What follows belongs to an exercise in optimizing a design on an open flow for small area and few clock cycles; a production flow would make more cautious choices. At most, simulation tests tie the RTL to the original design; equivalence was not proved. The RTL of run 7 was laid out without a check of its function. No activity file was given, so power comes from the tool's default toggle rates.

[flow/design.v]
module frame_codec_tx (
    input  wire        clk,
    input  wire        rst,
    input  wire        in_valid,
    input  wire [7:0]  in_data,
    output reg         in_ready,
    output reg         tx_valid,
    output reg  [7:0]  tx_data,
    output reg         tx_last,
    input  wire        tx_ready,
    output wire        rsp_valid,
    output wire [31:0] rsp_data,
    input  wire        rsp_ready
);
    localparam [3:0] S_C0  = 4'd0;    
    localparam [3:0] S_C1  = 4'd1;    
    localparam [3:0] S_C2  = 4'd2;    
    localparam [3:0] S_C3  = 4'd3;    
    localparam [3:0] S_TY  = 4'd4;    
    localparam [3:0] S_FC  = 4'd5;    
    localparam [3:0] S_SQ  = 4'd6;    
    localparam [3:0] S_LN  = 4'd7;    
    localparam [3:0] S_E0  = 4'd8;    
    localparam [3:0] S_E1  = 4'd9;    
    localparam [3:0] S_PY  = 4'd10;   
    localparam [3:0] S_K0  = 4'd11;   
    localparam [3:0] S_K1  = 4'd12;   
    localparam [3:0] S_DS  = 4'd13;   
    function [15:0] crc16_byte;
        input [15:0] crc_in;
        input [7:0]  b;
        integer k;
        reg [15:0] c;
        begin
            c = crc_in ^ {b, 8'h00};
            for (k = 0; k < 8; k = k + 1)
                c = c[15] ? ((c << 1) ^ 16'h1021) : (c << 1);
            crc16_byte = c;
        end
    endfunction
    reg        enabled;
    reg [7:0]  send_seq;
    reg [7:0]  sec_mode;
    reg [7:0]  frag_size;
    reg [3:0]  state;
    reg [2:0]  opc;         
    reg [7:0]  arg;
    reg [15:0] rem;         
    reg [7:0]  cnt;         
    reg        frag;        
    reg [15:0] crc;
    reg        rsp_pend;
    reg [1:0]  rsp_code;    
    reg        rsp_rd;      
    reg [7:0] rd_val;
    always @(*) begin
        case (arg[2:0])
            3'd0:    rd_val = {7'h00, enabled};
            3'd1:    rd_val = send_seq;
            3'd3:    rd_val = sec_mode;
            3'd4:    rd_val = frag_size;
            default: rd_val = 8'h00;
        endcase
        if (!rsp_rd) rd_val = 8'h00;
    end
    assign rsp_valid = rsp_pend;
    assign rsp_data  = {8'h00, rd_val, 12'h000,
                        rsp_code == 2'd3, rsp_code[1] ^ rsp_code[0],
                        rsp_code[1] ^ rsp_code[0], rsp_code == 2'd2};
    wire chk = (arg[1:0] == 2'd0) ? sec_mode[4] :
               (arg[1:0] == 2'd1 && arg[7:2] != 6'h00 && arg[7:2] != 6'h12) ? sec_mode[0] :
               1'b0;
    wire send_go  = (opc == 3'd5) && enabled;
    wire in_c3    = (state == S_C3);
    wire frag_now = ((in_c3 ? in_data : rem[15:8]) != 8'h00) || (rem[7:0] > frag_size);
    wire [7:0] fc = {3'b000, (state == S_LN) ? 1'b0 : frag_now, 1'b0, 1'b1, chk, 1'b0};
    always @(*) begin
        in_ready = 1'b0;
        tx_valid = 1'b0;
        tx_data  = 8'h00;
        tx_last  = 1'b0;
        case (state)
            S_C0: in_ready = 1'b1;
            S_C1: in_ready = !rsp_pend;
            S_C2: begin
                in_ready = !rsp_pend && (!send_go || tx_ready);
                tx_valid = !rsp_pend && send_go && in_valid;
                tx_data  = arg;
            end
            S_C3: begin
                in_ready = !rsp_pend && (!send_go || tx_ready);
                tx_valid = !rsp_pend && send_go && in_valid;
                tx_data  = fc;
            end
            S_TY: begin tx_valid = 1'b1; tx_data = arg; end
            S_FC: begin tx_valid = 1'b1; tx_data = fc; end
            S_SQ: begin tx_valid = 1'b1; tx_data = crc[7:0]; end
            S_LN: begin
                tx_valid = 1'b1;
                tx_data  = frag ? frag_size + 8'd2 : rem[7:0];
                tx_last  = !frag && (rem[7:0] == 8'h00) && !chk;
            end
            S_E0: begin tx_valid = 1'b1; tx_data = rem[7:0]; end
            S_E1: begin tx_valid = 1'b1; tx_data = rem[15:8]; end
            S_PY: begin
                in_ready = tx_ready;
                tx_valid = in_valid;
                tx_data  = in_data;
                tx_last  = (cnt == 8'd1) && !chk;
            end
            S_K0: begin tx_valid = 1'b1; tx_data = crc[7:0]; end
            S_K1: begin tx_valid = 1'b1; tx_data = crc[15:8]; tx_last = 1'b1; end
            S_DS: in_ready = 1'b1;
            default: ;
        endcase
    end
    wire in_fire = in_valid && in_ready;
    wire tx_fire = tx_valid && tx_ready;
    wire [15:0] crc_next = crc16_byte(crc, tx_data);
    wire [15:0] len = {in_data, rem[7:0]};
    always @(posedge clk) begin
        if (rst) begin
            enabled   <= 1'b0;
            send_seq  <= 8'h00;
            sec_mode  <= 8'h00;
            frag_size <= 8'd16;
            state     <= S_C0;
            rsp_pend  <= 1'b0;
            opc       <= 3'd0;
            arg       <= 8'h00;
            rem       <= 16'h0;
            cnt       <= 8'h00;
            frag      <= 1'b0;
            crc       <= 16'h0;
            rsp_code  <= 2'd0;
            rsp_rd    <= 1'b0;
        end else begin
            if (rsp_pend && rsp_ready)
                rsp_pend <= 1'b0;
            case (state)
                S_C0: if (in_fire) begin
                    if (in_data[7:4] == 4'h0 && in_data[3] == 1'b0 && in_data[2:0] != 3'd0 &&
                        in_data[2:0] != 3'd6)
                        opc <= in_data[2:0];
                    else if (in_data[3:0] == 4'h5 || in_data[3:0] == 4'h6)
                        opc <= 3'd6;
                    else
                        opc <= 3'd0;
                    state <= S_C1;
                end
                S_C1: if (in_fire) begin
                    arg   <= in_data;
                    state <= S_C2;
                end
                S_C2: if (in_fire) begin
                    rem[7:0] <= in_data;
                    state    <= S_C3;
                end
                S_C3: if (in_fire) begin
                    rem[15:8] <= in_data;
                    rsp_code  <= 2'd0;
                    rsp_rd    <= 1'b0;
                    state     <= S_C0;
                    rsp_pend  <= 1'b1;
                    case (opc)
                        3'd1: begin
                            enabled   <= 1'b1;
                            send_seq  <= 8'h00;
                            sec_mode  <= 8'h00;
                            frag_size <= 8'd16;
                        end
                        3'd2: begin
                            if (!enabled)
                                rsp_code <= 2'd1;
                            enabled   <= 1'b0;
                            send_seq  <= 8'h00;
                            sec_mode  <= 8'h00;
                            frag_size <= 8'd16;
                        end
                        3'd3: begin
                            if (!enabled)
                                rsp_code <= 2'd1;
                            else if (arg == 8'd0 || arg > 8'd250)
                                rsp_code <= 2'd2;
                            else
                                frag_size <= arg;
                        end
                        3'd4: begin
                            if (!enabled)
                                rsp_code <= 2'd1;
                            else
                                sec_mode <= arg;
                        end
                        3'd5: begin
                            if (!enabled) begin
                                rsp_code <= 2'd1;
                                if (len != 16'h0) begin
                                    rsp_pend <= 1'b0;
                                    state    <= S_DS;
                                end
                            end else begin
                                frag     <= frag_now;
                                crc      <= {8'h00, send_seq};
                                rsp_pend <= 1'b0;
                                state    <= S_SQ;
                            end
                        end
                        3'd7: begin
                            if (arg[7:3] != 5'h00)
                                rsp_code <= 2'd2;
                            else
                                rsp_rd <= 1'b1;
                        end
                        default: begin
                            rsp_code <= 2'd3;
                            if (opc == 3'd6 && len != 16'h0) begin
                                rsp_pend <= 1'b0;
                                state    <= S_DS;
                            end
                        end
                    endcase
                end
                S_TY: if (tx_fire) state <= S_FC;
                S_FC: if (tx_fire) begin
                    frag  <= frag_now;
                    crc   <= {8'h00, send_seq};
                    state <= S_SQ;
                end
                S_SQ: if (tx_fire) begin
                    crc   <= crc_next;
                    state <= S_LN;
                end
                S_LN: if (tx_fire) begin
                    crc <= crc_next;
                    cnt <= tx_data;
                    if (frag)
                        state <= S_E0;
                    else if (rem[7:0] != 8'h00)
                        state <= S_PY;
                    else if (chk)
                        state <= S_K0;
                    else begin
                        send_seq <= send_seq + 8'd1;
                        rsp_pend <= 1'b1;
                        state    <= S_C0;
                    end
                end
                S_E0: if (tx_fire) begin
                    crc   <= crc_next;
                    cnt   <= cnt - 8'd1;
                    state <= S_E1;
                end
                S_E1: if (tx_fire) begin
                    crc   <= crc_next;
                    cnt   <= cnt - 8'd1;
                    state <= S_PY;
                end
                S_PY: if (tx_fire) begin
                    crc <= crc_next;
                    cnt <= cnt - 8'd1;
                    rem <= rem - 16'd1;
                    if (cnt == 8'd1) begin
                        if (chk)
                            state <= S_K0;
                        else begin
                            send_seq <= send_seq + 8'd1;
                            if (frag)
                                state <= S_TY;
                            else begin
                                rsp_pend <= 1'b1;
                                state    <= S_C0;
                            end
                        end
                    end
                end
                S_K0: if (tx_fire) state <= S_K1;
                S_K1: if (tx_fire) begin
                    send_seq <= send_seq + 8'd1;
                    if (frag)
                        state <= S_TY;
                    else begin
                        rsp_pend <= 1'b1;
                        state    <= S_C0;
                    end
                end
                S_DS: if (in_fire) begin
                    rem <= rem - 16'd1;
                    if (rem == 16'd1) begin
                        rsp_pend <= 1'b1;
                        state    <= S_C0;
                    end
                end
                default: state <= S_C0;
            endcase
        end
    end
endmodule
[flow/flow/run.sh]
#!/bin/bash
# The standard layout (standard.sh) with these changes:
#  - synthesis: every abc call of synth_recipe.tcl maps with flow/abc_area.script,
#    an area-oriented script without buffering, instead of ORFS's speed script.
#    Flip-flops are mapped before abc, so the registers are the standard
#    synthesis's.
#  - the extra ORFS make variables in flow/make_args.txt (one per line), e.g.
#    removing yosys's pass-through buffers at floorplan, the port buffer cell,
#    and the clock tree options.
set -euo pipefail
here=$(pwd)
{
  head -1 synth_recipe.tcl
  cat <<TCL
proc abc {args} {
  set new {}
  set skip 0
  foreach a \$args {
    if {\$skip} { set skip 0; continue }
    if {\$a eq "-script"} { set skip 1; continue }
    lappend new \$a
  }
  yosys abc -script $here/flow/abc_area.script {*}\$new
}
TCL
  tail -n +2 synth_recipe.tcl
} > area_synth.tcl
# standard.sh's make line, with our synthesis script and extra variables
python3 - "$here" <<'PY'
import re, shlex, sys
here = sys.argv[1]
extra = []
try:
    for line in open('flow/make_args.txt'):
        line = line.rstrip('\n')
        if line and not line.startswith('#'):
            extra.append(shlex.quote(line))
except FileNotFoundError:
    pass
s = open('standard.sh').read()
new = 'SYNTH_SCRIPT=' + here + '/area_synth.tcl ' + ' '.join(extra)
s = re.sub(r'SYNTH_SCRIPT=\S+', lambda m: new, s, count=1)
open('area_standard.sh', 'w').write(s)
PY
bash area_standard.sh > flow_make.log 2>&1
[flow/flow/abc_area.script]
strash
&get -n
&deepsyn -J 50
&put
balance -l
resub -K 6 -l
rewrite -l
resub -K 6 -N 2 -l
refactor -l
resub -K 8 -l
balance -l
resub -K 8 -N 2 -l
rewrite -l
resub -K 10 -l
rewrite -z -l
resub -K 10 -N 2 -l
balance -l
resub -K 12 -l
refactor -z -l
resub -K 12 -N 2 -l
rewrite -z -l
balance -l
&get -n
&dch -f
&nf -R 1000
&put
topo
[flow/flow/make_args.txt]
REMOVE_ABC_BUFFERS=1
BUFFER_PORTS_ARGS=-buffer_cell sky130_fd_sc_hd__buf_1
CTS_ARGS=-sink_clustering_enable -repair_clock_nets -buf_list {sky130_fd_sc_hd__clkbuf_4 sky130_fd_sc_hd__clkbuf_8} -dont_use_dummy_load
[flow/standard.sh]
#!/bin/bash
# synth_recipe.tcl (not shown) runs the flow's synth.tcl, then flattens the netlist and writes it again
# the make line also repeats each setting of config.mk as NAME=value (left out here)
make -C /OpenROAD-flow-scripts/flow DESIGN_CONFIG=/design/flow/config.mk WORK_HOME=/design/flow/orfs CLKGATE_MAP_FILE= SYNTH_SCRIPT=/design/flow/synth_recipe.tcl "${@:-finish}"
[flow/config.mk]
export PLATFORM = sky130hd
export DESIGN_NAME = frame_codec_tx
export DESIGN_NICKNAME = frame_codec_tx
export VERILOG_FILES = /design/flow/design.v
export SDC_FILE = /design/flow/constraint.sdc
export NUM_CORES = 4
export LEC_CHECK = 0
export CAP_MARGIN = 20
export CORE_MARGIN = 2
export CORE_UTILIZATION = 40
export CTS_BUF_LIST = sky130_fd_sc_hd__clkbuf_4 sky130_fd_sc_hd__clkbuf_8
export GPL_TIMING_DRIVEN = 0
export PLACE_DENSITY = 0.6
export SLEW_MARGIN = 20
[flow/constraint.sdc]
create_clock -name core_clock -period 5.0 [get_ports {clk}]
set_input_delay 1.0000 -clock core_clock [delete_from_list [all_inputs] [get_ports {clk}]]
set_output_delay 1.0000 -clock core_clock [all_outputs]
set_load 0.01 [all_outputs]
==> impl_metrics.ini, run 1 <==
[status]
status = timing/DRC/antenna clean

[logic_synthesis]
synthTopCellsByCount = dfxtp_1, nand2_1, nor2_1
syn_inst = 589
ys.flop_type = dfxtp_1
synth_area_um2 = 4840
synth_cell_type_count = 46
yosysTopAreaCellShare_pct = 35.2
avgSynthCellArea_um2 = 8.21
synth_most_common_cell = dfxtp_1
yosys_warnings = 1
ys_seq_area_share_pct = 35.2
synth_edf_count = 0
synth_seq_cells = 85
synth.largest_area_cell = dfxtp_1
async_reset_ff_share_pct = 0
synth.area.top_cells = dfxtp_1, a22o_1, nand2_1

[die]
top_level_ports = 57
start_util_pct = 40.6
core_area_um2 = 11900
design.die.area_um2 = 13000
die_h_um = 114
die-width_um = 114
rows = 40

[clock_network]
cts-resized-gates = 0
cts_sinks = 85
post-cts-setup-buffers = 0
clkLatencyLatePin_ns = 0.39
clockBufferDepth = 2
ctsHoldBuffers = 0
cts-buffers-inserted = 9
cts_tree = built
clk_pin_slew_worst_paths_ns = 0.08
ctsHtreeMaxLevel = 3
cts_root_buffer = clkbuf_8

[critical_path]
startpoint_type = register
slowest_stage = a21boi_0
end_kind = register
crit_required_ns = 5.26
max_stage_delay_ns = 0.88
critPathMaxFanout = 9
cp_cell_sequence = or3_1, nor4_1, nand2_1, or3_1, a21boi_0, a21oi_1, a21boi_0, and2_0, or2_0, nor2_1, a22o_1
crit_type = reg2reg
cp_data_arrival_time_ns = 4.97

[place]
dp_hpwl_mm = 11.2
gp_congestion = 0.884
portBuffers = 36
place_worst_setup_slack_ns = 0.366

[sta]
whs_ns = 0.486
period_needed_ns = 4.70
skew_ns = 0.0276
finalSetupViolCount = 0
hold_viol_final = 0
fin_crit_sh_pct = 94.0
setup_ws_ns = 0.298
grt_setup_unrepaired = no
worst-slew-pin-transition_ns = 1.11
drv_slew = 0
max-slew-margin-rel_pct = 25.6
max_freq_mhz = 213
tns_ns = 0

[route]
drtIter0Drc = 480
first_pass_iters = 6
wl_mm = 15.0
postRouteAntennaNets = 0
num_vias = 4759
vias_per_cell = 6.09
wl_per_cell_um = 19.2
drc = 0

[global_route]
antenna_found_initial = 0
overflow = 0
grt_max_degree = 23
grtUsageTotal_pct = 23.2
grt_pass1_vias = 4441
grt_pass1_wl_mm = 23.5

[pwr]
p_per_area_nw_per_um2 = 223
max-vdd-ir-drop_uv = 152
power_leakage_nw = 2.10

[flow_run]
cap_violations = 0

[layout]
layout-drive-gt1-share_pct = 2.68
area_delta_synth_final_pct = 8.54
num_antenna_cells = 0
nets = 665

[worst_hold_path]
hold_path_class = reg2reg
per-stage QoR:
step | power [mW] | cell area, µm² | instances | utilization [%]
after global placement | 0.789 | 5070 | 770 | 42.6
after global routing | 1.22 | 5250 | 781 | 44.1
after CTS | 1.18 | 5230 | 780 | 43.9
after detailed placement | 0.792 | 5100 | 771 | 42.9
after floorplan | 0.756 | 4750 | 587 | -
final | 1.17 | 5250 | 781 | 44.1
layer usage:
layer	wire length (µm)	vias up	track usage, %
li1	-	2261	-
met1	6920	2293	31.7
met2	6780	183	36.3
met3	960	22	5.15
met4	310	0	8.05
met5	0	-	0
cell type report:
type,instances,area [µm²]
fillers,1216,6660
multi-input cells,475,2980
flip-flops and latches,85,1700
well taps,147,184
repair buffers,38,158
clock buffers,9,124
inverters,27,101
state kept, by name, summed over array words and instances (netlist names):
signal and cells:
arg 8, cnt 8, crc 16, enabled 1, frag 1, frag_size 8
opc 3, rem 16, rsp_code 2, rsp_pend 1, rsp_rd 1, sec_mode 8
send_seq 8, state 4
path summary, 6_finish.rpt:
| check | startpoint | endpoint | slack (ns) | depth (start not counted) |
|---|---|---|---|---|
| worst max register to register | rem[4]$_SDFFE_PP0P_ | sec_mode[1]$_SDFFE_PP0P_ | 0.30 | 11 |
| worst min-delay path | sec_mode[6]$_SDFFE_PP0P_ | sec_mode[6]$_SDFFE_PP0P_ | 0.49 | 1 |
| worst min register to register | sec_mode[6]$_SDFFE_PP0P_ | sec_mode[6]$_SDFFE_PP0P_ | 0.49 | 1 |
| worst max-delay path | rem[4]$_SDFFE_PP0P_ | sec_mode[1]$_SDFFE_PP0P_ | 0.30 | 11 |
power breakdown:
group          leakage [nW]  total, mW  internal, mW  switching (mW)
Clock                0.0647      0.391         0.161           0.230
Sequential            0.686      0.698         0.683          0.0154
Combinational          1.35     0.0829        0.0244          0.0585
Total                  2.10       1.17         0.868           0.304
cells by family (layout without fill, tap and decap cells):
family                   after synthesis  in the layout  share of synthesized area [%]
flip-flops                            85             85                           35.2
multiplexers                           4              4                          0.828
buffers and inverters                 48             74                           5.35
adder cells (fa/ha/maj)               16             16                           4.14
AO/OA/AOI/OAI                        186            186                           27.2
AND/OR/NAND/NOR                      219            219                           21.8
other                                  1             20                         0.0775
XOR/XNOR                              30             30                           5.43
critical path, delay by kind of cell (launching register included):
kind,cells,cell delay [ns]
simple gates,7,2.71
compound gates,4,1.50
flops,1,0.37
cell usage in the layout, fill, tap and decap left out, types with 5 or more instances in the layout:
cell	count
xor2_1	14
o21ai_0	36
a22oi_1	17
and3_1	10
or3_1	8
xnor2_1	16
ha_1	16
nor3_1	19
nor4_1	9
a222oi_1	16
clkinv_1	27
nor2_1	46
nand2_1	75
clkbuf_8	9
a21oi_1	33
nand3_1	12
a21o_1	15
nor2b_1	6
a31oi_1	7
and2_0	7
a211oi_1	5
conb_1	20
a22o_1	37
buf_1	36
dfxtp_1	85
Testbench counts, summed over its fixed seeds: cycles 61,323.
==> inputs of run 2 (changes only) <==
--- a/flow/flow/make_args.txt
+++ b/flow/flow/make_args.txt
@@ -1,2 +1,3 @@
 REMOVE_ABC_BUFFERS=1
+SKIP_REPAIR_TIE_FANOUT=1
 BUFFER_PORTS_ARGS=-buffer_cell sky130_fd_sc_hd__buf_1
==> run 2 against run 1 <==
Against the previous run: sequential power about the same; hold slack got worse by 0.00062 ns; clock skew decreased by 0.0021 ns; setup slack worse by 0.043 ns; register-to-register slack worse by 0.04 ns; routed wire length down 0.80%; synthesized cell count did not move; design area down 1.5%; clock power is 1% higher; synthesized area unchanged; core utilization shrank 0.65 points; global-route usage up 0.39 points; critical path type unchanged.
==> impl_metrics.ini, run 2 <==
[logic_synthesis]
synth_most_common_cell = dfxtp_1
yosysTopAreaCellShare_pct = 35.2
synth_edf_count = 0
synth_cell_type_count = 46
synth_xor_area_share_pct = 5.43
synth_top_family_by_area = compound AO/OA/AOI/OAI gates
synth_compound_area_share_pct = 27.2
synth.largest_area_cell = dfxtp_1
async_reset_ff_share_pct = 0
syn_inst = 589
synthMuxAreaShare_pct = 0.828
synth.area.top_cells = dfxtp_1, a22o_1, nand2_1
synth_seq_cells = 85
synth_area_um2 = 4840
synth-simple-area-share_pct = 21.8
ys_seq_area_share_pct = 35.2
avgSynthCellArea_um2 = 8.21
yosys_warnings = 1
synthAdderAreaFrac_pct = 4.14
ys.flop_type = dfxtp_1
synthTopCellsByCount = dfxtp_1, nand2_1, nor2_1

[layout]
multiInputGateArea_um2 = 2910
final_util_pct = 43.4
final_cell_area_um2 = 5170
final-seq-area_um2 = 1700
final.fill_count = 1260
layout-drive-gt1-share_pct = 2.93
final_common_cell = dfxtp_1
nets = 646
final_cell_mix = dfxtp_1, nand2_1, nor2_1, a22o_1, o21ai_0
layout.cells.non_filler = 762
area_delta_synth_final_pct = 6.93
largest_registers = crc: 16 flops, rem: 16 flops
num_antenna_cells = 0

[sta]
worst-slew-pin-transition_ns = 1.05
fin_crit_sh_pct = 94.9
skew_ns = 0.0255
period_needed_ns = 4.74
hold_viol_final = 0
finalSetupViolCount = 0
max-slew-margin-rel_pct = 29.4
grt_setup_unrepaired = no
drv_slew = 0
tns_ns = 0
max_freq_mhz = 211

[critical_path]
r2r-start = rem[5]$_SDFFE_PP0P_
crit_required_ns = 5.26
cp_data_arrival_time_ns = 5.00
startpoint = rem[5]$_SDFFE_PP0P_
critPathMaxFanout = 9
crit_type = reg2reg
end_kind = register
startpoint_type = register

[route]
first_pass_iters = 8
drc = 0
vias_per_cell = 6.16
wl_mm = 14.8
drtIter0Drc = 587
num_vias = 4693
wl_per_cell_um = 19.5
postRouteAntennaNets = 0

[clock_network]
clk_pin_slew_worst_paths_ns = 0.07
cts_root_buffer = clkbuf_8
clkLatencyLatePin_ns = 0.38
ctsHtreeMaxLevel = 3
cts-resized-gates = 0
cts_sinks = 85
cts_tree = built
post-cts-setup-buffers = 0
clockBufferDepth = 2
ctsHoldBuffers = 0
cts-buffers-inserted = 9

[place]
dp_hpwl_mm = 11.2
dp_cells = 753
placed_area_um2 = 5040
portBuffers = 36
gp_congestion = 0.959

[global_route]
grt_max_degree = 23
antenna_found_initial = 0
overflow = 0
grt_pass1_vias = 4330
grtUsageTotal_pct = 23.6
grt_pass1_wl_mm = 23.9

[pwr]
power.total_mw = 1.17
max-vdd-ir-drop_uv = 90.8
p_per_area_nw_per_um2 = 227
power_leakage_nw = 2.04

[die]
start_util_pct = 40.6
rows = 40
top_level_ports = 57
design.die.area_um2 = 13000
core_area_um2 = 11900
die-width_um = 114
die_h_um = 114

[status]
status = timing/DRC/antenna clean

[worst_hold_path]
min-delay-start = sec_mode[7]$_SDFFE_PP0P_
hold_path_class = reg2reg

[flow_run]
cap_violations = 0
[run 2: cell counts after synthesis]
No cell type changed its count.
[run 2: critical path, cell delays in order, from the launching register on]
cell	delay, ns
dfxtp_1	0.38
or3_1	0.41
nor4_1	0.59
nand2_1	0.27
or3_1	0.42
a21boi_0	0.19
a21oi_1	0.17
a21boi_0	0.84
and2_0	0.31
or2_0	0.50
nor2_1	0.29
a22o_1	0.25
[run 2: stage by stage]
stage               hold slack (ns)  setup WS, ns
floorplan                     0.443          1.37
global placement              0.459         0.118
detailed placement            0.462         0.357
CTS                           0.482         0.360
global route                  0.496       0.00430
finish                        0.486         0.255
[run 2: logic make-up (layout without fill, tap and decap cells)]
family,count (synthesis),after routing
compound gates,186,186
simple gates,219,219
flops,85,85
buf+inv,48,74
other cells,1,1
xor+xnor,30,30
mux,4,4
fa+ha+maj,16,16
[run 2: power breakdown]
group / internal, mW / switching (mW) / total, mW
registers: 0.683 / 0.0157 / 0.698
clock network: 0.161 / 0.234 / 0.395
logic: 0.0234 / 0.0563 / 0.0797
[run 2: worst paths after layout]
path	endpoint	slack, ns	cells after the start
worst max-delay path	sec_mode[3]$_SDFFE_PP0P_	0.26	11
worst min-delay path	sec_mode[7]$_SDFFE_PP0P_	0.49	1
worst max register to register	sec_mode[3]$_SDFFE_PP0P_	0.26	11
worst min register to register	sec_mode[7]$_SDFFE_PP0P_	0.49	1
[run 2: final cells by class]
type	count	area share, %
flip-flops and latches	85	32.9
well taps	147	3.56
repair buffers	38	2.93
multi-input cells	456	56.3
clock buffers	9	2.39
inverters	27	1.96
[run 2: per-layer routing]
metal  share of wire (%)  GRT usage [%]  vias up
li1                    -              -     2249
met1                  46           34.3     2217
met2                  45           35.3      202
met3                 6.9           3.67       25
met4                 2.2           9.02        0
met5                   0              0        -
==> inputs of run 3 (changes only) <==
==> flow/flow/make_args.txt (replaced) <==
REMOVE_ABC_BUFFERS=1
SKIP_REPAIR_TIE_FANOUT=1
BUFFER_PORTS_ARGS=-buffer_cell sky130_fd_sc_hd__buf_1
CTS_ARGS=-sink_clustering_enable -repair_clock_nets -buf_list {sky130_fd_sc_hd__clkbuf_8} -sink_clustering_size 22 -sink_clustering_max_diameter 60 -dont_use_dummy_load
==> run 3 against run 2 <==
Against the previous run: sequential share of layout area unchanged; core utilization unchanged; setup slack unchanged; flip-flop and latch count unchanged; via count unchanged; still clean on timing, DRC and antenna; highest routed layer unchanged; die area unchanged.
==> impl_metrics.ini, run 3 <==
[route]
num_vias = 4693
drtIter0Drc = 587
postRouteAntennaNets = 0
wl_mm = 14.8
drc = 0
vias_per_cell = 6.16
wl_per_cell_um = 19.5
first_pass_iters = 8

[layout]
nets = 646
final_cell_mix = dfxtp_1, nand2_1, nor2_1, a22o_1, o21ai_0
layout-drive-gt1-share_pct = 2.93
num_antenna_cells = 0
final.fill_count = 1260
multiInputGateArea_um2 = 2910
final_common_cell = dfxtp_1
layout.cells.non_filler = 762
area_delta_synth_final_pct = 6.93
final-seq-area_um2 = 1700
largest_registers = crc: 16 flops, rem: 16 flops

[sta]
grt_setup_unrepaired = no
setup_ws_ns = 0.255
period_needed_ns = 4.74
fin_crit_sh_pct = 94.9
tns_ns = 0
whs_ns = 0.486
finalSetupViolCount = 0
worst-slew-pin-transition_ns = 1.05
drv_slew = 0
max-slew-margin-rel_pct = 29.4
hold_viol_final = 0
skew_ns = 0.0255
max_freq_mhz = 211

[critical_path]
critPathMaxFanout = 9
cp_cell_sequence = or3_1, nor4_1, nand2_1, or3_1, a21boi_0, a21oi_1, a21boi_0, and2_0, or2_0, nor2_1, a22o_1
startpoint_type = register
max_stage_delay_ns = 0.84
crit_buf_inv = 0
crit_required_ns = 5.26
end_kind = register
crit_family = simple AND/OR/NAND/NOR gates
cp_data_arrival_time_ns = 5.00
crit_type = reg2reg
startpoint = rem[5]$_SDFFE_PP0P_
slowest_stage = a21boi_0
r2r-start = rem[5]$_SDFFE_PP0P_

[logic_synthesis]
synth.area.top_cells = dfxtp_1, a22o_1, nand2_1
synth.largest_area_cell = dfxtp_1
yosysTopAreaCellShare_pct = 35.2
avgSynthCellArea_um2 = 8.21
ys.flop_type = dfxtp_1
ys_seq_area_share_pct = 35.2
synth_most_common_cell = dfxtp_1
async_reset_ff_share_pct = 0
syn_inst = 589
synth_cell_type_count = 46
synth_area_um2 = 4840
synth_seq_cells = 85
synthTopCellsByCount = dfxtp_1, nand2_1, nor2_1
yosys_warnings = 1
synth_edf_count = 0

[global_route]
antenna_found_initial = 0
grt_pass1_vias = 4330
grt_pass1_wl_mm = 23.9
grt_max_degree = 23
grtUsageTotal_pct = 23.6
overflow = 0

[clock_network]
ctsHtreeMaxLevel = 3
clkLatencyLatePin_ns = 0.38
ctsHoldBuffers = 0
clk_pin_slew_worst_paths_ns = 0.07
clockBufferDepth = 2
cts-resized-gates = 0
cts_root_buffer = clkbuf_8
cts_tree = built
post-cts-setup-buffers = 0
cts-buffers-inserted = 9
cts_sinks = 85

[die]
start_util_pct = 40.6
core_area_um2 = 11900
die_h_um = 114
top_level_ports = 57
design.die.area_um2 = 13000
die-width_um = 114
rows = 40

[status]
status = timing/DRC/antenna clean

[worst_hold_path]
hold_path_class = reg2reg
min-delay-start = sec_mode[7]$_SDFFE_PP0P_

[place]
gp_congestion = 0.959
dp_hpwl_mm = 11.2
place_worst_setup_slack_ns = 0.357
dp_cells = 753
portBuffers = 36

[pwr]
sw_frac_of_total_pct = 26.1
p_sw_mw = 0.306
p_seq_share_pct = 59.5
p_per_area_nw_per_um2 = 227
p_comb_share_pct = 6.8
intPower_mw = 0.868
power_frac_clock_pct = 33.7
max-vdd-ir-drop_uv = 90.8
power_leakage_nw = 2.04

[flow_run]
cap_violations = 0
[run 3: layout make-up]
cell class | count | area share, %
Clock buffer | 9 | 2.39
Inverter | 27 | 1.96
Multi-Input combinational cell | 456 | 56.3
Sequential cell | 85 | 32.9
Tap cell | 147 | 3.56
Timing Repair Buffer | 38 | 2.93
[run 3: path summary, 6_finish.rpt]
check,end,slack (ns),depth (start not counted)
max,sec_mode[3]$_SDFFE_PP0P_,0.26,11
min,sec_mode[7]$_SDFFE_PP0P_,0.49,1
max reg2reg,sec_mode[3]$_SDFFE_PP0P_,0.26,11
min reg2reg,sec_mode[7]$_SDFFE_PP0P_,0.49,1
[run 3: kinds of logic (layout without fill, tap and decap cells)]
group / count (synthesis) / in the layout / share of synthesized area, %
XOR/XNOR: 30 / 30 / 5.43
AND/OR/NAND/NOR: 219 / 219 / 21.8
adder cells (fa/ha/maj): 16 / 16 / 4.14
other: 1 / 1 / 0.0775
AO/OA/AOI/OAI: 186 / 186 / 27.2
buffers and inverters: 48 / 74 / 5.35
multiplexers: 4 / 4 / 0.828
flip-flops: 85 / 85 / 35.2
[run 3: routing by layer]
metal,vias up,track usage (%),share of wire [%]
li1,2249,-,-
met1,2217,34.3,46
met2,202,35.3,45
met3,25,3.67,6.9
met4,0,9.02,2.2
met5,-,0,0
[run 3: metrics by stage]
step / power [mW] / instance area [µm²] / util (%)
floorplan: 0.756 / 4680 / -
global placement: 0.789 / 5000 / 42.0
detailed placement: 0.792 / 5040 / 42.3
CTS: 1.18 / 5160 / 43.4
global route: 1.21 / 5170 / 43.4
finish: 1.17 / 5170 / 43.4
[run 3: power groups by stage]
stage	sequential [mW]	combinational [mW]	clock [mW]
2_1_floorplan	0.708	0.0488	0
3_3_place_gp	0.713	0.0761	0
3_5_place_dp	0.713	0.0783	0
4_1_cts	0.697	0.0786	0.402
5_1_grt	0.699	0.0872	0.426
6_report	0.698	0.0797	0.395
==> inputs of run 4 (changes only) <==
==> flow/flow/make_args.txt (replaced) <==
REMOVE_ABC_BUFFERS=1
SKIP_REPAIR_TIE_FANOUT=1
BUFFER_PORTS_ARGS=-buffer_cell sky130_fd_sc_hd__buf_1
CTS_ARGS=-sink_clustering_enable -repair_clock_nets -root_buf sky130_fd_sc_hd__clkbuf_8 -buf_list {sky130_fd_sc_hd__clkbuf_4} -dont_use_dummy_load
==> run 4 against run 3 <==
Against the previous run: still clean; critical path depth stayed put; global-route usage stayed put; total power stayed put; hold slack stayed put; setup slack stayed put; design area stayed put; core utilization stayed put; register-to-register slack hardly changed; clock power hardly changed; critical endpoint unchanged.
==> impl_metrics.ini, run 4 <==
[route]
postRouteAntennaNets = 0
first_pass_iters = 8
drtIter0Drc = 587
vias_per_cell = 6.16
drc = 0
num_vias = 4693
wl_mm = 14.8
wl_per_cell_um = 19.5

[global_route]
grt_pass1_vias = 4330
antenna_found_initial = 0
grt_pass1_wl_mm = 23.9
overflow = 0
grt_max_degree = 23
grtUsageTotal_pct = 23.6

[critical_path]
startpoint_type = register
r2r_setup_slack_ns = 0.26
r2r-start = rem[5]$_SDFFE_PP0P_
critPathMaxFanout = 9
crit_required_ns = 5.26
r2r_cells = 11
crit_type = reg2reg
timing.rr.end = sec_mode[3]$_SDFFE_PP0P_
cp_data_arrival_time_ns = 5.00
end_kind = register

[die]
core_area_um2 = 11900
die_h_um = 114
die-width_um = 114
top_level_ports = 57
start_util_pct = 40.6
rows = 40
design.die.area_um2 = 13000

[logic_synthesis]
synth_cell_type_count = 46
syn_inst = 589
synth_edf_count = 0
synthTopCellsByCount = dfxtp_1, nand2_1, nor2_1
synth_area_um2 = 4840
synth_seq_cells = 85
synth.area.top_cells = dfxtp_1, a22o_1, nand2_1
ys.flop_type = dfxtp_1
synth_most_common_cell = dfxtp_1
avgSynthCellArea_um2 = 8.21
yosysTopAreaCellShare_pct = 35.2
async_reset_ff_share_pct = 0
yosys_warnings = 1
synth.largest_area_cell = dfxtp_1
ys_seq_area_share_pct = 35.2

[place]
placed_area_um2 = 5040
dp_hpwl_mm = 11.2
gp_congestion = 0.959
dp_cells = 753
portBuffers = 36

[pwr]
power_frac_clock_pct = 33.7
max-vdd-ir-drop_uv = 90.8
intPower_mw = 0.868
p_per_area_nw_per_um2 = 227
sw_frac_of_total_pct = 26.1
power_leakage_nw = 2.04
p_sw_mw = 0.306
p_seq_share_pct = 59.5
p_comb_share_pct = 6.8

[clock_network]
cts_root_buffer = clkbuf_8
cts-buffers-inserted = 9
cts-resized-gates = 0
cts_tree = built
ctsHtreeMaxLevel = 3
clkLatencyLatePin_ns = 0.38
clockBufferDepth = 2
post-cts-setup-buffers = 0
ctsHoldBuffers = 0
cts_sinks = 85
clk_pin_slew_worst_paths_ns = 0.07

[flow_run]
cap_violations = 0

[layout]
area_delta_synth_final_pct = 6.93
final_cell_area_um2 = 5170
num_antenna_cells = 0
layout-drive-gt1-share_pct = 2.93
final_common_cell = dfxtp_1
final.fill_count = 1260
layout.cells.non_filler = 762
nets = 646
final_cell_mix = dfxtp_1, nand2_1, nor2_1, a22o_1, o21ai_0
largest_registers = crc: 16 flops, rem: 16 flops

[worst_hold_path]
min-delay-start = sec_mode[7]$_SDFFE_PP0P_
hold_path_class = reg2reg
hold_path_end = sec_mode[7]$_SDFFE_PP0P_
worstHoldPathCells = 1

[sta]
finalSetupViolCount = 0
tns_ns = 0
period_needed_ns = 4.74
fin_crit_sh_pct = 94.9
max_freq_mhz = 211
skew_ns = 0.0255
hold_viol_final = 0
grt_setup_unrepaired = no
worst-slew-pin-transition_ns = 1.05
max-slew-margin-rel_pct = 29.4
drv_slew = 0

[status]
status = timing/DRC/antenna clean
## run 4: cell type report
type	instances	area (µm²)	share of cell area [%]
timing repair buffer	38	151	2.93
multi-input combinational	456	2910	56.3
clock buffer	9	124	2.39
tap	147	184	3.56
inverter	27	101	1.96
sequential	85	1700	32.9
## run 4: power by group through the flow
stage	Combinational, mW	Sequential [mW]	Clock, mW
after CTS	0.0786	0.697	0.402
after floorplan	0.0488	0.708	0
after detailed placement	0.0783	0.713	0
final	0.0797	0.698	0.395
after global placement	0.0761	0.713	0
after global routing	0.0872	0.699	0.426
## run 4: worst max-delay path by stage
stage | endpoint | from | slack [ns] | depth (start not counted)
floorplan | rem[13]$_SDFFE_PP0P_ | state[3]$_SDFFE_PP0P_ | 1.37 | 15
global placement | sec_mode[6]$_SDFFE_PP0P_ | state[3]$_SDFFE_PP0P_ | 0.12 | 9
detailed placement | sec_mode[6]$_SDFFE_PP0P_ | rem[4]$_SDFFE_PP0P_ | 0.36 | 11
CTS | sec_mode[3]$_SDFFE_PP0P_ | rem[4]$_SDFFE_PP0P_ | 0.36 | 11
global route | rem[13]$_SDFFE_PP0P_ | state[3]$_SDFFE_PP0P_ | 0.004 | 15
finish | sec_mode[3]$_SDFFE_PP0P_ | rem[5]$_SDFFE_PP0P_ | 0.26 | 11
## run 4: layer usage
layer | GRT usage [%] | part of all wire, % | up-vias
met3 | 3.67 | 6.9 | 25
met4 | 9.02 | 2.2 | 0
met5 | 0 | 0 | -
met2 | 35.3 | 45 | 202
met1 | 34.3 | 46 | 2217
li1 | - | - | 2249
## run 4: logic make-up after synthesis
family	after synthesis	share of synthesized area (%)
AOI/OAI and AO/OA	186	27.2
xor gates and xnor gates	30	5.43
other	1	0.0775
DFF	85	35.2
buffers and inverters	48	5.35
and+or+nand+nor	219	21.8
muxes	4	0.828
adders and majority gates	16	4.14
## run 4: per-stage QoR
stage | power, mW | hold WS (ns) | util [%] | setup WS, ns
after detailed placement | 0.792 | 0.462 | 42.3 | 0.357
after global placement | 0.789 | 0.459 | 42.0 | 0.118
after global routing | 1.21 | 0.496 | 43.4 | 0.00430
final | 1.17 | 0.486 | 43.4 | 0.255
after CTS | 1.18 | 0.482 | 43.4 | 0.360
after floorplan | 0.756 | 0.443 | - | 1.37
## run 4: critical path, cell delays in order, from the launching register on
cell and delay [ns]:
dfxtp_1 0.38, or3_1 0.41, nor4_1 0.59, nand2_1 0.27, or3_1 0.42, a21boi_0 0.19, a21oi_1 0.17, a21boi_0 0.84
and2_0 0.31, or2_0 0.50, nor2_1 0.29, a22o_1 0.25
==> inputs of run 5 (changes only) <==
--- a/flow/design.v
+++ b/flow/design.v
@@ -52,4 +52,4 @@
     reg        rsp_pend;
-    reg [1:0]  rsp_code;    
-    reg        rsp_rd;      
+    wire [1:0] rsp_code = cnt[1:0];
+    wire       rsp_rd   = cnt[2];
     reg [7:0] rd_val;
@@ -134,4 +134,2 @@
             crc       <= 16'h0;
-            rsp_code  <= 2'd0;
-            rsp_rd    <= 1'b0;
         end else begin
@@ -160,4 +158,3 @@
                     rem[15:8] <= in_data;
-                    rsp_code  <= 2'd0;
-                    rsp_rd    <= 1'b0;
+                    cnt       <= 8'h00;
                     state     <= S_C0;
@@ -173,3 +170,3 @@
                             if (!enabled)
-                                rsp_code <= 2'd1;
+                                cnt[1:0] <= 2'd1;
                             enabled   <= 1'b0;
@@ -181,5 +178,5 @@
                             if (!enabled)
-                                rsp_code <= 2'd1;
+                                cnt[1:0] <= 2'd1;
                             else if (arg == 8'd0 || arg > 8'd250)
-                                rsp_code <= 2'd2;
+                                cnt[1:0] <= 2'd2;
                             else
@@ -189,3 +186,3 @@
                             if (!enabled)
-                                rsp_code <= 2'd1;
+                                cnt[1:0] <= 2'd1;
                             else
@@ -195,3 +192,3 @@
                             if (!enabled) begin
-                                rsp_code <= 2'd1;
+                                cnt[1:0] <= 2'd1;
                                 if (len != 16'h0) begin
@@ -209,8 +206,8 @@
                             if (arg[7:3] != 5'h00)
-                                rsp_code <= 2'd2;
+                                cnt[1:0] <= 2'd2;
                             else
-                                rsp_rd <= 1'b1;
+                                cnt[2] <= 1'b1;
                         end
                         default: begin
-                            rsp_code <= 2'd3;
+                            cnt[1:0] <= 2'd3;
                             if (opc == 3'd6 && len != 16'h0) begin
==> flow/flow/make_args.txt (replaced) <==
REMOVE_ABC_BUFFERS=1
SKIP_REPAIR_TIE_FANOUT=1
BUFFER_PORTS_ARGS=-buffer_cell sky130_fd_sc_hd__buf_1
CTS_ARGS=-sink_clustering_enable -repair_clock_nets -buf_list {sky130_fd_sc_hd__clkbuf_4 sky130_fd_sc_hd__clkbuf_8} -dont_use_dummy_load
==> run 5 against run 4 <==
Against the previous run: still clean on timing, DRC and antenna; critical path depth stayed put; clock-buffer cell count stayed put; via count is 1.9% higher; synthesized area is 0.62% lower; hold slack worse by 0.017 ns; non-clock buffer count is 1 lower; first-iteration DRC count is 10% higher; synthesized cell count is 1.0% higher; cell count is 0.66% higher; critical endpoint is now frag_size[0]$_SDFFE_PP0P_; highest routed layer unchanged.
==> impl_metrics.ini, run 5 <==
[critical_path]
max_stage_delay_ns = 0.79
crit_required_ns = 5.28
critPathMaxFanout = 20
cp_common_cell = nor2_1
crit_type = reg2reg
cp_data_arrival_time_ns = 4.63
cp_cell_sequence = nor2_1, a221oi_1, o221ai_1, nand2_1, and2_0, nand3_1, nor2_2, nand4_1, nor2_1, nor2_1, a22o_1
slowest_stage = dfxtp_1
end_kind = register
r2r_cells = 11
startpoint_type = register

[layout]
final_cell_mix = dfxtp_1, nand2_1, nor2_1, a22o_1, buf_1
largest_registers = crc: 16 flops, rem: 16 flops
layout.cells.non_filler = 767
nets = 651
num_antenna_cells = 0
final_common_cell = dfxtp_1
layout-drive-gt1-share_pct = 2.74
area_delta_synth_final_pct = 6.90

[logic_synthesis]
synthTopCellsByCount = dfxtp_1, nand2_1, nor2_1
async_reset_ff_share_pct = 0
yosysTopAreaCellShare_pct = 34.1
ys.flop_type = dfxtp_1
synth_top_family_by_area = compound AO/OA/AOI/OAI gates
synth.area.top_cells = dfxtp_1, a22o_1, nand2_1
synth_compound_area_share_pct = 28.2
synth-simple-area-share_pct = 23.4
synth_most_common_cell = dfxtp_1
synth_seq_cells = 82
synth_cell_type_count = 52
ys_seq_area_share_pct = 34.1
synth_area_um2 = 4810
synth.largest_area_cell = dfxtp_1
avgSynthCellArea_um2 = 8.08
synth_edf_count = 0
synthMuxAreaShare_pct = 0.416
syn_inst = 595
synth_xor_area_share_pct = 4.55
synthAdderAreaFrac_pct = 4.16
yosys_warnings = 1

[sta]
worst-slew-pin-transition_ns = 0.865
tns_ns = 0
skew_ns = 0.0194
max_freq_mhz = 230
finalSetupViolCount = 0
period_needed_ns = 4.35
drv_slew = 0
grt_setup_unrepaired = no
fin_crit_sh_pct = 87.1
max-slew-margin-rel_pct = 42.0
hold_viol_final = 0

[pwr]
power.total_mw = 2.25
power_leakage_nw = 1.98
p_per_area_nw_per_um2 = 439
max-vdd-ir-drop_uv = 201

[route]
wl_met2_mm = 6.66
vias_per_cell = 6.24
wl_per_cell_um = 19.6
met3_length_um = 817
drc = 0
wl_mm = 15.0
top_layer = met4
num_vias = 4784
postRouteAntennaNets = 0
first_pass_iters = 8
wl_met1_mm = 7.07
drtIter0Drc = 647

[clock_network]
cts_tree = built
ctsHoldBuffers = 0
clockBufferDepth = 2
cts_sinks = 82
cts_root_buffer = clkbuf_8
clkLatencyLatePin_ns = 0.38
cts-buffers-inserted = 9
clk_pin_slew_worst_paths_ns = 0.08
ctsHtreeMaxLevel = 3

[place]
dp_cells = 758
portBuffers = 36
dp_hpwl_mm = 11.5
gp_congestion = 0.920

[die]
die_h_um = 114
die-width_um = 114
rows = 40
top_level_ports = 57
design.die.area_um2 = 12900
core_area_um2 = 11900
start_util_pct = 40.5

[global_route]
antenna_found_initial = 0
grt_pass1_vias = 4361
grt_pass1_wl_mm = 23.9
grt_max_degree = 21
grtUsageTotal_pct = 23.7
overflow = 0

[worst_hold_path]
hold_path_class = reg2reg
worstHoldPathCells = 2

[flow_run]
cap_violations = 0

[status]
status = timing/DRC/antenna clean
## run 5: through the flow
step	hold slack [ns]	setup slack [ns]	utilization, %	instance area (µm²)
3_5_place_dp	0.459	0.115	42.1	5000
2_1_floorplan	0.443	1.35	-	4650
5_1_grt	0.501	0.195	43.3	5140
4_1_cts	0.470	0.114	43.2	5120
6_report	0.468	0.646	43.3	5140
3_3_place_gp	0.450	0.175	41.9	4970
## run 5: area by class of cell
cell class	count	area (µm²)
Clock buffer	9	124
Fill cell	1208	6720
Timing Repair Buffer	37	150
Sequential cell	82	1640
Tap cell	147	184
Inverter	23	86.3
Multi-Input combinational cell	469	2950
## run 5: worst paths after layout
check,from,end,slack (ns)
setup / recovery,state[1]$_SDFFE_PP0P_,frag_size[0]$_SDFFE_PP0P_,0.65
setup reg to reg,state[1]$_SDFFE_PP0P_,frag_size[0]$_SDFFE_PP0P_,0.65
hold reg to reg,crc[11]$_SDFFE_PP0P_,crc[11]$_SDFFE_PP0P_,0.47
hold / removal,crc[11]$_SDFFE_PP0P_,crc[11]$_SDFFE_PP0P_,0.47
## run 5: metal layers
layer	vias up	track usage, %
met5	-	0
met4	0	11.5
met3	36	3.61
met2	187	36.0
met1	2259	33.0
li1	2302	-
## run 5: worst max-delay path: cells and delay by family, from the launching register on
kind	cells	cell delay (ns)
AND/OR/NAND/NOR	8	2.47
flip-flops	1	0.79
AO/OA/AOI/OAI	3	1.00
## run 5: logic make-up (layout without fill, tap and decap cells)
group,after synthesis,after routing
AND/OR/NAND/NOR,237,237
AO/OA/AOI/OAI,188,188
flip-flops,82,82
buffers and inverters,44,69
XOR/XNOR,25,25
adder cells (fa/ha/maj),16,16
multiplexers,2,2
other,1,1
## run 5: where the power goes
group,internal [mW],switching [mW],leakage (nW)
Combinational,0.346,0.619,1.26
Sequential,0.735,0.172,0.663
Clock,0.161,0.220,0.0647
Total,1.24,1.01,1.98
## run 5: timing repair
action / 4_1_cts / 5_1_grt
resized for setup: 0 / 1
endpoints found under the setup margin: 0 / 15
buffers inserted: 0 / 0
Testbench counts of run 5, summed over its fixed seeds: cycles 61,323.
==> inputs of run 6 (changes only) <==
--- a/flow/flow/run.sh
+++ b/flow/flow/run.sh
@@ -6,3 +6,4 @@
 #    synthesis's.
-#  - the extra ORFS make variables in flow/make_args.txt (one per line), e.g.
+#  - the extra ORFS make variables in flow/make_args.txt (one per line):
+#    no adder pre-mapping (abc maps the arithmetic too),
 #    removing yosys's pass-through buffers at floorplan, the port buffer cell,
--- a/flow/flow/make_args.txt
+++ b/flow/flow/make_args.txt
@@ -1 +1,2 @@
+ADDER_MAP_FILE=
 REMOVE_ABC_BUFFERS=1
==> run 6 against run 5 <==
Against the previous run: still clean on timing, DRC and antenna; clock-buffer cell count stayed put; synthesized cell count is 1.3% lower; non-clock buffer count is 1 higher; sequential share of layout area is 1.3 points higher; synthesized area is 4.5% lower; design area is 4.0% lower; via count is 1.7% lower.
==> impl_metrics.ini, run 6 <==
[critical_path]
startpoint_type = register
r2r_cells = 10
end_kind = output port
cp_data_arrival_time_ns = 3.37
crit_required_ns = 4.00
critPathMaxFanout = 8
crit_type = reg2out

[layout]
num_antenna_cells = 0
layout.cells.non_filler = 756
largest_registers = crc: 16 flops, rem: 16 flops
final.fill_count = 1221
final_cell_mix = nand2_1, dfxtp_1, nor2_1, o21ai_0, buf_1
layout-drive-gt1-share_pct = 3.43
nets = 628
area_delta_synth_final_pct = 7.47
final_common_cell = nand2_1
final_util_pct = 43.6

[pwr]
power_leakage_nw = 1.79
p_sw_mw = 1.06
intPower_mw = 1.28
sw_frac_of_total_pct = 45.5
max-vdd-ir-drop_uv = 274
p_per_area_nw_per_um2 = 475
power_frac_clock_pct = 16.4
p_seq_share_pct = 41.6
p_comb_share_pct = 42.1

[die]
rows = 39
top_level_ports = 57
start_util_pct = 40.6
die-width_um = 111
die_h_um = 111
core_area_um2 = 11300
design.die.area_um2 = 12300

[clock_network]
cts_sinks = 82
cts-buffers-inserted = 9
clkLatencyLatePin_ns = 0.37
cts_tree = built
cts-resized-gates = 0
cts_root_buffer = clkbuf_8
post-cts-setup-buffers = 0
clockBufferDepth = 2
ctsHtreeMaxLevel = 3
clk_pin_slew_worst_paths_ns = 0.07
ctsHoldBuffers = 0

[route]
postRouteAntennaNets = 0
drc = 0
drtIter0Drc = 590
first_pass_iters = 6
num_vias = 4705
wl_mm = 14.8
vias_per_cell = 6.22
wl_per_cell_um = 19.6

[logic_synthesis]
synth_seq_cells = 82
ys_seq_area_share_pct = 35.8
synth.largest_area_cell = dfxtp_1
synth_most_common_cell = nand2_1
synth_area_um2 = 4590
synth_edf_count = 0
syn_inst = 587
avgSynthCellArea_um2 = 7.82
ys.flop_type = dfxtp_1
synth.area.top_cells = dfxtp_1, nand2_1, a22o_1
synthTopCellsByCount = nand2_1, dfxtp_1, nor2_1
async_reset_ff_share_pct = 0
yosysTopAreaCellShare_pct = 35.8
synth_cell_type_count = 47
yosys_warnings = 1

[global_route]
grt_max_degree = 22
overflow = 0
grt_pass1_vias = 4287
grtUsageTotal_pct = 23.8
antenna_found_initial = 0
grt_pass1_wl_mm = 23.1

[sta]
hold_viol_final = 0
max_freq_mhz = 229
drv_slew = 0
tns_ns = 0
skew_ns = 0.0186
fin_crit_sh_pct = 87.4
worst-slew-pin-transition_ns = 1.06
period_needed_ns = 4.37
grt_setup_unrepaired = no
max-slew-margin-rel_pct = 29.0
whs_ns = 0.472
finalSetupViolCount = 0

[worst_hold_path]
worstHoldPathCells = 2
hold_path_class = reg2reg

[place]
portBuffers = 36
dp_hpwl_mm = 11.1
dp_cells = 747
gp_congestion = 0.958

[flow_run]
cap_violations = 0

[status]
status = timing/DRC/antenna clean
[run 6: through the flow]
stage / instance area (µm²) / power [mW] / setup WS, ns
after global routing: 4930 / 2.50 / 0.320
final: 4930 / 2.34 / 0.632
after CTS: 4920 / 2.32 / 0.689
after global placement: 4750 / 1.91 / 0.236
after detailed placement: 4800 / 1.94 / 0.895
after floorplan: 4430 / 1.61 / 1.48
[run 6: cell families (layout without fill, tap and decap cells)]
| logic type | Yosys count | after routing | synth area share [%] |
|---|---|---|---|
| xor gates and xnor gates | 30 | 30 | 5.72 |
| DFF | 82 | 82 | 35.8 |
| muxes | 1 | 1 | 0.218 |
| buffers and inverters | 42 | 68 | 5.15 |
| other | 1 | 1 | 0.0817 |
| and+or+nand+nor | 249 | 249 | 25.5 |
| AOI/OAI and AO/OA | 182 | 182 | 27.6 |
[run 6: area by class of cell]
| class | instances | area [µm²] | area share, % |
|---|---|---|---|
| tap | 143 | 179 | 3.63 |
| multi-input combinational | 463 | 2760 | 56.0 |
| timing repair buffer | 38 | 149 | 3.02 |
| clock buffer | 9 | 124 | 2.51 |
| inverter | 21 | 78.8 | 1.60 |
| sequential | 82 | 1640 | 33.3 |
[run 6: power by group through the flow]
stage | Combinational, mW | Clock, mW | Sequential, mW
2_1_floorplan | 0.711 | 0 | 0.896
3_5_place_dp | 0.964 | 0 | 0.977
5_1_grt | 1.09 | 0.415 | 0.990
6_report | 0.985 | 0.384 | 0.973
4_1_cts | 0.970 | 0.393 | 0.962
3_3_place_gp | 0.939 | 0 | 0.972
[run 6: worst paths after layout]
kind	start	endpoint	slack, ns
setup / recovery	rem[1]$_SDFFE_PP0P_	tx_last	0.63
hold / removal	crc[9]$_SDFFE_PP0P_	crc[9]$_SDFFE_PP0P_	0.47
setup reg to reg	state[3]$_SDFFE_PP0P_	frag_size[1]$_SDFFE_PP0P_	0.77
hold reg to reg	crc[9]$_SDFFE_PP0P_	crc[9]$_SDFFE_PP0P_	0.47
[run 6: critical path: stages, from the launching register on]
cell and delay (ns):
dfxtp_1 0.43, or4_1 0.63, or4_1 0.51, nor2_1 0.25
a21oi_1 0.13, or2_0 0.29, o21bai_1 0.54, buf_1 0.21
[run 6: routing by layer]
metal | vias to the layer above | wire, µm | global-route usage (%)
met5 | - | 0 | 0
met4 | 0 | 627 | 11.2
met3 | 48 | 1100 | 4.65
met2 | 211 | 6640 | 36.5
met1 | 2232 | 6480 | 32.2
li1 | 2214 | - | -
==> inputs of run 7 (changes only) <==
--- a/flow/design.v
+++ b/flow/design.v
@@ -63,6 +63,6 @@
         endcase
-        if (!rsp_rd) rd_val = 8'h00;
+        if (opc != 3'd7 || arg[7:3] != 5'h00) rd_val = 8'h00;
     end
     assign rsp_valid = rsp_pend;
-    assign rsp_data  = {8'h00, rd_val, 12'h000,
+    assign rsp_data  = {8'h00, crc[7:0], 12'h000,
                         rsp_code == 2'd3, rsp_code[1] ^ rsp_code[0],
@@ -159,2 +159,3 @@
                     cnt       <= 8'h00;
+                    crc       <= {8'h00, rd_val};
                     state     <= S_C0;
@@ -207,4 +208,2 @@
                                 cnt[1:0] <= 2'd2;
-                            else
-                                cnt[2] <= 1'b1;
                         end
@@ -240,2 +239,3 @@
                         send_seq <= send_seq + 8'd1;
+                        crc      <= 16'h0;
                         rsp_pend <= 1'b1;
@@ -263,2 +263,3 @@
                             send_seq <= send_seq + 8'd1;
+                            crc      <= 16'h0;
                             if (frag)
@@ -275,2 +276,3 @@
                     send_seq <= send_seq + 8'd1;
+                    crc      <= 16'h0;
                     if (frag)
==> run 7 against run 6 <==
Against the previous run: critical path depth is 6 higher; non-clock buffer count is 1 lower; cell count is 1.6% lower; still clean; global-route usage is 0.56 points higher.
==> impl_metrics.ini, run 7 <==
[sta]
tns_ns = 0
fin_crit_sh_pct = 89.3
drv_slew = 0
max-slew-margin-rel_pct = 40.9
worst-slew-pin-transition_ns = 0.877
max_freq_mhz = 224
finalSetupViolCount = 0
grt_setup_unrepaired = no
period_needed_ns = 4.47
skew_ns = 0.0334
hold_viol_final = 0

[clock_network]
cts_root_buffer = clkbuf_8
clkLatencyLatePin_ns = 0.38
post-cts-setup-buffers = 0
cts-buffers-inserted = 9
ctsHoldBuffers = 0
clockBufferDepth = 2
ctsHtreeMaxLevel = 3
cts_sinks = 82
cts_tree = built
clk_pin_slew_worst_paths_ns = 0.09

[die]
start_util_pct = 40.8
top_level_ports = 57
design.die.area_um2 = 12400
die_h_um = 111
core_area_um2 = 11300
rows = 39
die-width_um = 111

[critical_path]
cp_data_arrival_time_ns = 4.79
crit_type = reg2reg
r2r_setup_slack_ns = 0.53
max_stage_delay_ns = 0.62
r2r_cells = 13
crit_family = simple AND/OR/NAND/NOR gates
slowest_stage = dfxtp_1
critPathMaxFanout = 13
crit_buf_inv = 0
end_kind = register
timing.rr.end = crc[6]$_SDFFE_PP0P_
startpoint_type = register
r2r-start = state[3]$_SDFFE_PP0P_
cp_cell_sequence = nor2b_1, and2_1, a21oi_1, o21ai_0, nand2_1, nor2_1, a21oi_1, nor3_2, nand4_1, nor2_1, and3_1, a222oi_1, nand3_1
crit_required_ns = 5.32

[logic_synthesis]
avgSynthCellArea_um2 = 7.91
synth.area.top_cells = dfxtp_1, nand2_1, a22o_1
ys_seq_area_share_pct = 35.5
ys.flop_type = dfxtp_1
synth_edf_count = 0
synthTopCellsByCount = dfxtp_1, nand2_1, nor2_1
synth.largest_area_cell = dfxtp_1
syn_inst = 584
synth_cell_type_count = 50
synth_area_um2 = 4620
yosys_warnings = 1
synth_most_common_cell = dfxtp_1
yosysTopAreaCellShare_pct = 35.5
async_reset_ff_share_pct = 0
synthAdderAreaFrac_pct = 0.217
synth_xor_area_share_pct = 5.88
synth_compound_area_share_pct = 26.8
synth-simple-area-share_pct = 24.9
synthMuxAreaShare_pct = 0.433
synth_seq_cells = 82
synth_top_family_by_area = compound AO/OA/AOI/OAI gates

[layout]
final_cell_mix = dfxtp_1, nand2_1, nor2_1, buf_1, o21ai_0
final_util_pct = 42.9
nets = 616
final_common_cell = dfxtp_1
largest_registers = crc: 16 flops, rem: 16 flops
area_delta_synth_final_pct = 5.26
final.fill_count = 1211
num_antenna_cells = 0
layout-drive-gt1-share_pct = 2.33

[route]
num_vias = 4616
first_pass_iters = 9
wl_per_cell_um = 20.2
wl_mm = 15.0
postRouteAntennaNets = 0
drtIter0Drc = 633
drc = 0
vias_per_cell = 6.20

[pwr]
max-vdd-ir-drop_uv = 111
sw_frac_of_total_pct = 27.1
p_sw_mw = 0.317
intPower_mw = 0.853
power.total_mw = 1.17
power_leakage_nw = 1.73
p_seq_share_pct = 58.3
p_per_area_nw_per_um2 = 241
power_frac_clock_pct = 32.6
p_comb_share_pct = 9.2

[global_route]
grtUsageTotal_pct = 24.3
grt_pass1_wl_mm = 23.6
grt_max_degree = 24
overflow = 0
antenna_found_initial = 0
grt_pass1_vias = 4212

[worst_hold_path]
min-delay-start = crc[9]$_SDFFE_PP0P_
hold_path_class = reg2reg
worstHoldPathCells = 2
hold_path_end = crc[9]$_SDFFE_PP0P_

[place]
portBuffers = 36
gp_congestion = 1.00
dp_hpwl_mm = 11.2

[flow_run]
cap_violations = 0

[status]
status = timing/DRC/antenna clean
run 7: tightest hold or removal path, delay by kind of cell, from the launching register on:
family,cells,cell delay (ns)
flops,1,0.33
simple gates,2,0.10
run 7: layout make-up:
cell class	instances	area, µm²	share of cell area [%]
multi-input combinational	455	2710	55.6
inverter	18	67.6	1.39
tap	143	179	3.68
clock buffer	9	124	2.55
timing repair buffer	37	144	2.96
sequential	82	1640	33.8
run 7: through the flow:
stage                     cells  setup slack (ns)  cell area [µm²]  hold slack, ns
after global placement      734             0.194             4710           0.453
after floorplan             555              1.50             4400           0.431
final                       744             0.533             4860           0.469
after global routing        744             0.100             4860           0.504
after CTS                   744             0.153             4850           0.469
after detailed placement    735             0.167             4730           0.459
run 7: cells by family after synthesis:
logic type | count (synthesis)
buffers and inverters | 47
DFF | 82
muxes | 2
other | 1
and+or+nand+nor | 247
AOI/OAI and AO/OA | 173
adders and majority gates | 1
xor gates and xnor gates | 31
run 7: worst max path at each step:
stage / start / to / slack, ns / cells past startpoint
4_1_cts: state[3]$_SDFFE_PP0P_ / crc[6]$_SDFFE_PP0P_ / 0.15 / 13
3_5_place_dp: state[3]$_SDFFE_PP0P_ / crc[6]$_SDFFE_PP0P_ / 0.17 / 13
6_report: state[3]$_SDFFE_PP0P_ / crc[6]$_SDFFE_PP0P_ / 0.53 / 13
3_3_place_gp: state[3]$_SDFFE_PP0P_ / crc[1]$_SDFFE_PP0P_ / 0.19 / 11
5_1_grt: state[3]$_SDFFE_PP0P_ / crc[6]$_SDFFE_PP0P_ / 0.10 / 13
2_1_floorplan: state[1]$_SDFFE_PP0P_ / rem[14]$_SDFFE_PP0P_ / 1.50 / 13
run 7: routing by layer:
metal  track usage, %  routed length (µm)  share of wire, %  vias to the layer above
met5                0                   0                 0                        -
li1                 -                   -                 -                     2190
met3             5.17                1390               9.2                       28
met4             7.90                 305               2.0                        0
met1             34.6                6770                45                     2161
met2             36.8                6560                44                      237
run 7: timing repair:
action	CTS	global route
resized for setup	0	1
endpoints found under the hold margin	0	0
endpoints found under the setup margin	0	2
run 7: power by group through the flow:
stage,combinational (mW),sequential (mW),clock (mW)
2_1_floorplan,0.0683,0.688,0
4_1_cts,0.105,0.681,0.392
6_report,0.107,0.682,0.381
3_3_place_gp,0.103,0.696,0
5_1_grt,0.118,0.683,0.415
3_5_place_dp,0.105,0.696,0
==> inputs of run 8 (changes only) <==
--- a/flow/design.v
+++ b/flow/design.v
@@ -52,4 +52,5 @@
     reg        rsp_pend;
-    wire [1:0] rsp_code = cnt[1:0];
-    wire       rsp_rd   = cnt[2];
+    localparam [2:0] RS_NE = 3'b010;
+    localparam [2:0] RS_BP = 3'b011;
+    localparam [2:0] RS_BO = 3'b100;
     reg [7:0] rd_val;
@@ -66,5 +67,3 @@
     assign rsp_valid = rsp_pend;
-    assign rsp_data  = {8'h00, crc[7:0], 12'h000,
-                        rsp_code == 2'd3, rsp_code[1] ^ rsp_code[0],
-                        rsp_code[1] ^ rsp_code[0], rsp_code == 2'd2};
+    assign rsp_data  = {8'h00, crc[7:0], 12'h000, cnt[2], cnt[1], cnt[1], cnt[0]};
     wire chk = (arg[1:0] == 2'd0) ? sec_mode[4] :
@@ -171,3 +170,3 @@
                             if (!enabled)
-                                cnt[1:0] <= 2'd1;
+                                cnt[2:0] <= RS_NE;
                             enabled   <= 1'b0;
@@ -179,5 +178,5 @@
                             if (!enabled)
-                                cnt[1:0] <= 2'd1;
+                                cnt[2:0] <= RS_NE;
                             else if (arg == 8'd0 || arg > 8'd250)
-                                cnt[1:0] <= 2'd2;
+                                cnt[2:0] <= RS_BP;
                             else
@@ -187,3 +186,3 @@
                             if (!enabled)
-                                cnt[1:0] <= 2'd1;
+                                cnt[2:0] <= RS_NE;
                             else
@@ -193,3 +192,3 @@
                             if (!enabled) begin
-                                cnt[1:0] <= 2'd1;
+                                cnt[2:0] <= RS_NE;
                                 if (len != 16'h0) begin
@@ -207,6 +206,6 @@
                             if (arg[7:3] != 5'h00)
-                                cnt[1:0] <= 2'd2;
+                                cnt[2:0] <= RS_BP;
                         end
                         default: begin
-                            cnt[1:0] <= 2'd3;
+                            cnt[2:0] <= RS_BO;
                             if (opc == 3'd6 && len != 16'h0) begin
==> run 8 against run 7 <==
Against the previous run: total power up 85%; setup slack worse by 0.13 ns; highest routed layer unchanged; first-iteration DRC count down 6.0%; synthesized area down 0.70%; combinational power rose to 7.8 times the previous value; clock-buffer cell count unchanged; cell count down 0.40%; still clean; fmax down 2.9%.
==> impl_metrics.ini, run 8 <==
[critical_path]
crit_type = reg2reg
startpoint_type = register
r2r_cells = 14
slowest_stage = a211oi_1
cp_cell_sequence = nor2_1, nand2b_1, o21ai_0, nor2b_1, a21oi_1, o21ai_0, and2_0, nand3_1, a21boi_0, a211oi_1, clkinv_1, nor2_1, a222oi_1, o211ai_1
r2r_setup_slack_ns = 0.40
crit_required_ns = 5.29
end_kind = register
critPathMaxFanout = 17
r2r-start = state[2]$_SDFFE_PP0P_

[place]
portBuffers = 36
dp_hpwl_mm = 11.2
dp_cells = 731
gp_congestion = 0.935

[logic_synthesis]
synth_most_common_cell = dfxtp_1
ys.flop_type = dfxtp_1
synth_edf_count = 0
syn_inst = 583
synth_area_um2 = 4590
yosysTopAreaCellShare_pct = 35.8
ys_seq_area_share_pct = 35.8
synth.area.top_cells = dfxtp_1, nand2_1, buf_4
async_reset_ff_share_pct = 0

[pwr]
power_frac_clock_pct = 17.9
power.total_mw = 2.16
p_seq_share_pct = 43.3
p_comb_share_pct = 38.8
power_leakage_nw = 1.75
p_sw_mw = 0.928
sw_frac_of_total_pct = 43.0
p_per_area_nw_per_um2 = 448

[sta]
drv_slew = 0
tns_ns = 0
period_needed_ns = 4.60
worst-slew-pin-transition_ns = 1.10
max-slew-margin-rel_pct = 26.1
skew_ns = 0.0239
grt_setup_unrepaired = no
hold_viol_final = 0
fin_crit_sh_pct = 92.0
finalSetupViolCount = 0

[die]
rows = 39
core_area_um2 = 11300
die-width_um = 111
top_level_ports = 57
start_util_pct = 40.5
die_h_um = 111

[global_route]
grtUsageTotal_pct = 24.3
overflow = 0
grt_pass1_vias = 4077
grt_pass1_wl_mm = 23.3
grt_max_degree = 21

[clock_network]
post-cts-setup-buffers = 0
cts_root_buffer = clkbuf_8
clockBufferDepth = 2
clkLatencyLatePin_ns = 0.38
clk_pin_slew_worst_paths_ns = 0.08
ctsHoldBuffers = 0
cts_tree = built

[flow_run]
cap_violations = 0

[route]
num_vias = 4524
vias_per_cell = 6.11
first_pass_iters = 7
drc = 0

[worst_hold_path]
min-delay-start = cnt[7]$_SDFFE_PP0P_
hold_path_end = cnt[7]$_SDFFE_PP0P_

[layout]
num_antenna_cells = 0
area_delta_synth_final_pct = 5.05
final_common_cell = dfxtp_1
nets = 613

[status]
status = timing/DRC/antenna clean
[run 8: changes by cell type after synthesis, sizes merged, moves of 4 or more]
cell / change
nand3: -6
o21ai: +11
a22oi: +11
a21oi: +8
o22ai: -4
a22o: -8
nor2: -9
[run 8: final cells by class]
class	count	area, µm²
repair buffers	38	148
inverters	20	75.1
well taps	143	179
fillers	1172	6500
flip-flops and latches	82	1640
clock buffers	9	124
multi-input cells	449	2650
[run 8: cell families (layout without fill, tap and decap cells)]
family	Yosys count	count (layout)	synth area share (%)
other	1	1	0.0818
xor gates and xnor gates	34	34	6.49
and+or+nand+nor	232	232	23.8
adders and majority gates	1	1	0.218
DFF	82	82	35.8
buffers and inverters	52	67	6.88
muxes	1	1	0.218
AOI/OAI and AO/OA	180	180	26.5
[run 8: worst max-delay path by stage]
stage / startpoint / end / cells past startpoint
finish: state[2]$_SDFFE_PP0P_ / crc[5]$_SDFFE_PP0P_ / 14
global placement: state[2]$_SDFFE_PP0P_ / frag_size[6]$_SDFFE_PP0P_ / 11
CTS: state[2]$_SDFFE_PP0P_ / crc[6]$_SDFFE_PP0P_ / 14
floorplan: state[2]$_SDFFE_PP0P_ / cnt[7]$_SDFFE_PP0P_ / 17
global route: state[2]$_SDFFE_PP0P_ / crc[6]$_SDFFE_PP0P_ / 15
detailed placement: state[2]$_SDFFE_PP0P_ / crc[6]$_SDFFE_PP0P_ / 14
[run 8: stage by stage]
step	hold WS, ns	cell area, µm²	utilization (%)	worst slack [ns]
floorplan	0.434	4350	-	1.41
global placement	0.459	4660	41.2	0.328
detailed placement	0.466	4680	41.3	0.391
CTS	0.473	4800	42.4	0.382
global route	0.497	4820	42.6	0.138
finish	0.475	4820	42.6	0.401
[run 8: layer usage]
| layer | track usage [%] | up-vias | part of all wire [%] |
|---|---|---|---|
| li1 | - | 2147 | - |
| met1 | 35.6 | 2164 | 47 |
| met5 | 0 | - | 0 |
| met3 | 4.37 | 32 | 7.5 |
| met4 | 10.8 | 0 | 2.9 |
| met2 | 34.8 | 181 | 43 |
[run 8: critical path, delay by kind of cell, from the launching register on]
kind	cells	cell delay, ns
buffers and inverters	1	0.41
flip-flops	1	0.77
AO/OA/AOI/OAI	7	1.95
AND/OR/NAND/NOR	6	1.39
[run 8: power groups by stage]
stage	clock network (mW)	registers [mW]	logic, mW
3_3_place_gp	0	0.939	0.808
5_1_grt	0.424	0.950	0.919
2_1_floorplan	0	0.886	0.603
4_1_cts	0.397	0.927	0.820
6_report	0.388	0.935	0.837
3_5_place_dp	0	0.942	0.812
Testbench counts of run 8, summed over its fixed seeds: cycles 61,323.

Setup slack of run 8, layout unchanged: 0.401 ns with ideal ports, 0.401 ns with driving cells assumed (clock clkbuf_16, inputs buf_2), 0.401 ns with port delays also shifted by the 0.403 ns mid clock arrival.
